From an optimization exercise on the open Yosys and OpenROAD flow, aimed at small area, a short achievable clock period and few clock cycles per item; shortcuts taken in it are not production practice. In this exercise RTL edits were held to simulation tests only and were not proved equivalent to the original. Power figures rest on the tool's default switching activity, not on a simulated workload.

== P ==
## bcta
module bcta (
    input  wire        clk,
    input  wire        rst,         
    input  wire        cmd_valid,
    output wire        cmd_ready,
    input  wire [63:0] cmd,
    output wire        rsp_valid,
    input  wire        rsp_ready,
    output wire [39:0] rsp
);
clock: 10.0 ns
lec_check: 0
abc_clock_period_in_ps: 4000
cap_margin: 20
core_margin: 2
core_utilization: 50
cts_buf_list: sky130_fd_sc_hd__clkbuf_4
setup_slack_margin: 5
slew_margin: 20
synth_hierarchical: 1
run.sh (not shown) runs the stock make flow with config.mk's settings and CLKGATE_MAP_FILE= SYNTH_SCRIPT=/design/flow/synth_recipe.tcl, a recipe that flattens the netlist after the stock synthesis.
The final layout from P, which completed every stage, passed the timing, DRC and antenna checks at the end of the flow.
Testbench counts of P, summed over its fixed seeds: cycles 15,421, items 15,405.
Input changes introduced in Q (baseline for comparison: P):
-- flow/design.v --
<<< P, line 86
    assign ill = !legal;
    assign n   = {1'b0, mdf[4:0]} + 6'd1;
    assign pay = {arg[31:12], (is_sk && !sk_fits) ? {arg[31], {11{~arg[31]}}} : arg[11:0]};
endmodule
module bcta (
>>> Q, line 86
    assign ill = !legal;
    assign n   = {1'b0, mdf[4:0]} + 6'd1;
    assign pay = {arg[31:12], (op == 8'h03 && !sk_fits) ? {arg[31], {11{~arg[31]}}} : arg[11:0]};
endmodule
module bcta (
<<< P, line 109
    reg [31:0] r_pay;
    reg [5:0]  r_a;          
    reg [255:0] bank_e, bank_o;
    reg [6:0]   len;
>>> Q, line 109
    reg [31:0] r_pay;
    reg [5:0]  r_a;          
    reg        clr_pend;     
    reg [255:0] bank_e, bank_o;
    reg [6:0]   len;
<<< P, line 133
    wire [6:0]  wr_len = beyond ? e[9:3] + {6'd0, e[2:0] != 3'd0} : len;
    wire        ok      = exec & ~r_bad;
    wire        clr_all = rst | (ok & r_clr);
    wire        wr_do   = ok & r_wr & ~ovf;
    wire [31:0] we, wo, xo, xin, new_e, new_o;
>>> Q, line 134
    wire [6:0]  wr_len = beyond ? e[9:3] + {6'd0, e[2:0] != 3'd0} : len;
    wire        ok      = exec & ~r_bad;
    wire        clr_all = clr_pend | (ok & r_clr);    
    wire        wr_do   = ok & r_wr & ~ovf;
    wire [31:0] we, wo, xo, xin, new_e, new_o;
<<< P, line 197
            fb_n[j] = cur_n[5] ? (j < cur_n[1:0]) : (j >= cur_n[1:0]);
    end
    wire [5:0] n_nx   = cmd_ready ? n_i : r_n;
    wire       sk_go  = ok & r_sk;
    wire [4:0] base_e = (ok & r_clr) ? 5'd0 :
                        (ok & ((r_rd & ~beyond) | (r_wr & ~ovf))) ? a[4:0] : kl;
    wire [5:0] a_e    = {1'b0, base_e} + n_nx;
    wire [5:0] a_s    = {1'b0, sk_sum[4:0]} + n_nx;
    wire [5:0] a_h    = {1'b0, l8[4:0]} + n_nx;
    wire [5:0] a_nx   = rst   ? n_nx :
                        !sk_go ? a_e :
                        sk_lo ? n_nx : sk_hi ? a_h : a_s;
    wire rd_ok = ok & r_rd & ~beyond;
    reg [2:0]  st;
>>> Q, line 198
            fb_n[j] = cur_n[5] ? (j < cur_n[1:0]) : (j >= cur_n[1:0]);
    end
    wire [4:0] m_nx   = cmd_ready ? cmd[52:48] : r_n[4:0] - 5'd1;
    wire       sk_go  = ok & r_sk;
    wire [4:0] base_e = (ok & r_clr) ? 5'd0 :
                        (ok & ((r_rd & ~beyond) | (r_wr & ~ovf))) ? a[4:0] : kl;
    wire [6:0] a_e    = {1'b0, base_e, 1'b1} + {1'b0, m_nx, 1'b1};
    wire [6:0] a_s    = {1'b0, sk_sum[4:0], 1'b1} + {1'b0, m_nx, 1'b1};
    wire [6:0] a_h    = {1'b0, l8[4:0], 1'b1} + {1'b0, m_nx, 1'b1};
    wire [5:0] n_nx   = {1'b0, m_nx} + 6'd1;
    wire [5:0] a_nx   = rst   ? n_nx :
                        !sk_go ? a_e[6:1] :
                        sk_lo ? n_nx : sk_hi ? a_h[6:1] : a_s[6:1];
    wire rd_ok = ok & r_rd & ~beyond;
    reg [2:0]  st;
<<< P, line 245
    end
    always @(posedge clk) begin
        if (rst) begin
            v0 <= 1'b0; nonempty <= 1'b0; full <= 1'b0; rp <= 1'b0; wp <= 1'b0;
>>> Q, line 247
    end
    always @(posedge clk) begin
        clr_pend <= rst;
        if (rst) begin
            v0 <= 1'b0; nonempty <= 1'b0; full <= 1'b0; rp <= 1'b0; wp <= 1'b0;
==> run summary <==
- On worst max-slew margin expressed relative to the limit: between P and Q, it ends up lower for P.
- P has a lower number of standard cells after synthesis than Q.
- P has lower count of antenna diodes in the layout than Q.
- Q has less setup slack than P.
- P vs Q, standard cell with the maximum stage delay on the critical path: sky130_fd_sc_hd__o41ai_1 vs sky130_fd_sc_hd__buf_4
- Max time the final worst path needs with I/O delays and setup across P and Q: Q
- Delta (Q minus P): area overhead of the layout relative to synthesis roughly the same; cell area after technology mapping increased by 340 um2 relative to the old numbers.
- Higher ratio of total power to cell area among P and Q: Q
- Arrival time reported for the critical path endpoint in Q is 40 ps higher than in P
- Across both runs, clock-buffer cell count was higher for Q than for P.
- Sequential share of layout area was higher in P than in Q.
Testbench counts of Q, summed over its fixed seeds: cycles 15,421, items 15,405.

==> re-timing with driven ports <==
Ports are ideal in the flow. The routed layouts listed here were re-timed in OpenROAD. Step 1 (the two cells are an assumption about what drives the block):
set clk [get_ports {clk}]
set_driving_cell -lib_cell sky130_fd_sc_hd__clkbuf_16 $clk
set_driving_cell -lib_cell sky130_fd_sc_hd__buf_2 [delete_from_list [all_inputs] $clk]
Step 2, shift: input delay + t, output delay - t, t = (earliest + latest rising clock arrival at the registers) / 2. This alone moves slack from input paths to output paths. Three values: ideal, step 1, step 2; two values: the first two.
run	t (ns)	setup WS [ns]	worst hold slack (ns)	slew at the worst register clock pin (ns)	worst slew at a driven data input, ns
P	1.079	5.085 / 5.085 / 4.251	0.521 / 0.521 / 0.521	0.08 / 0.08	0.04
Q	1.087	5.068 / 5.068 / 5.063	0.497 / 0.497 / 0.497	0.08 / 0.08	0.04
After both steps every run listed still meets setup and hold. The setup slack of P, which loses most, moves by 0.000 ns with the drivers and by -0.834 ns with both steps.
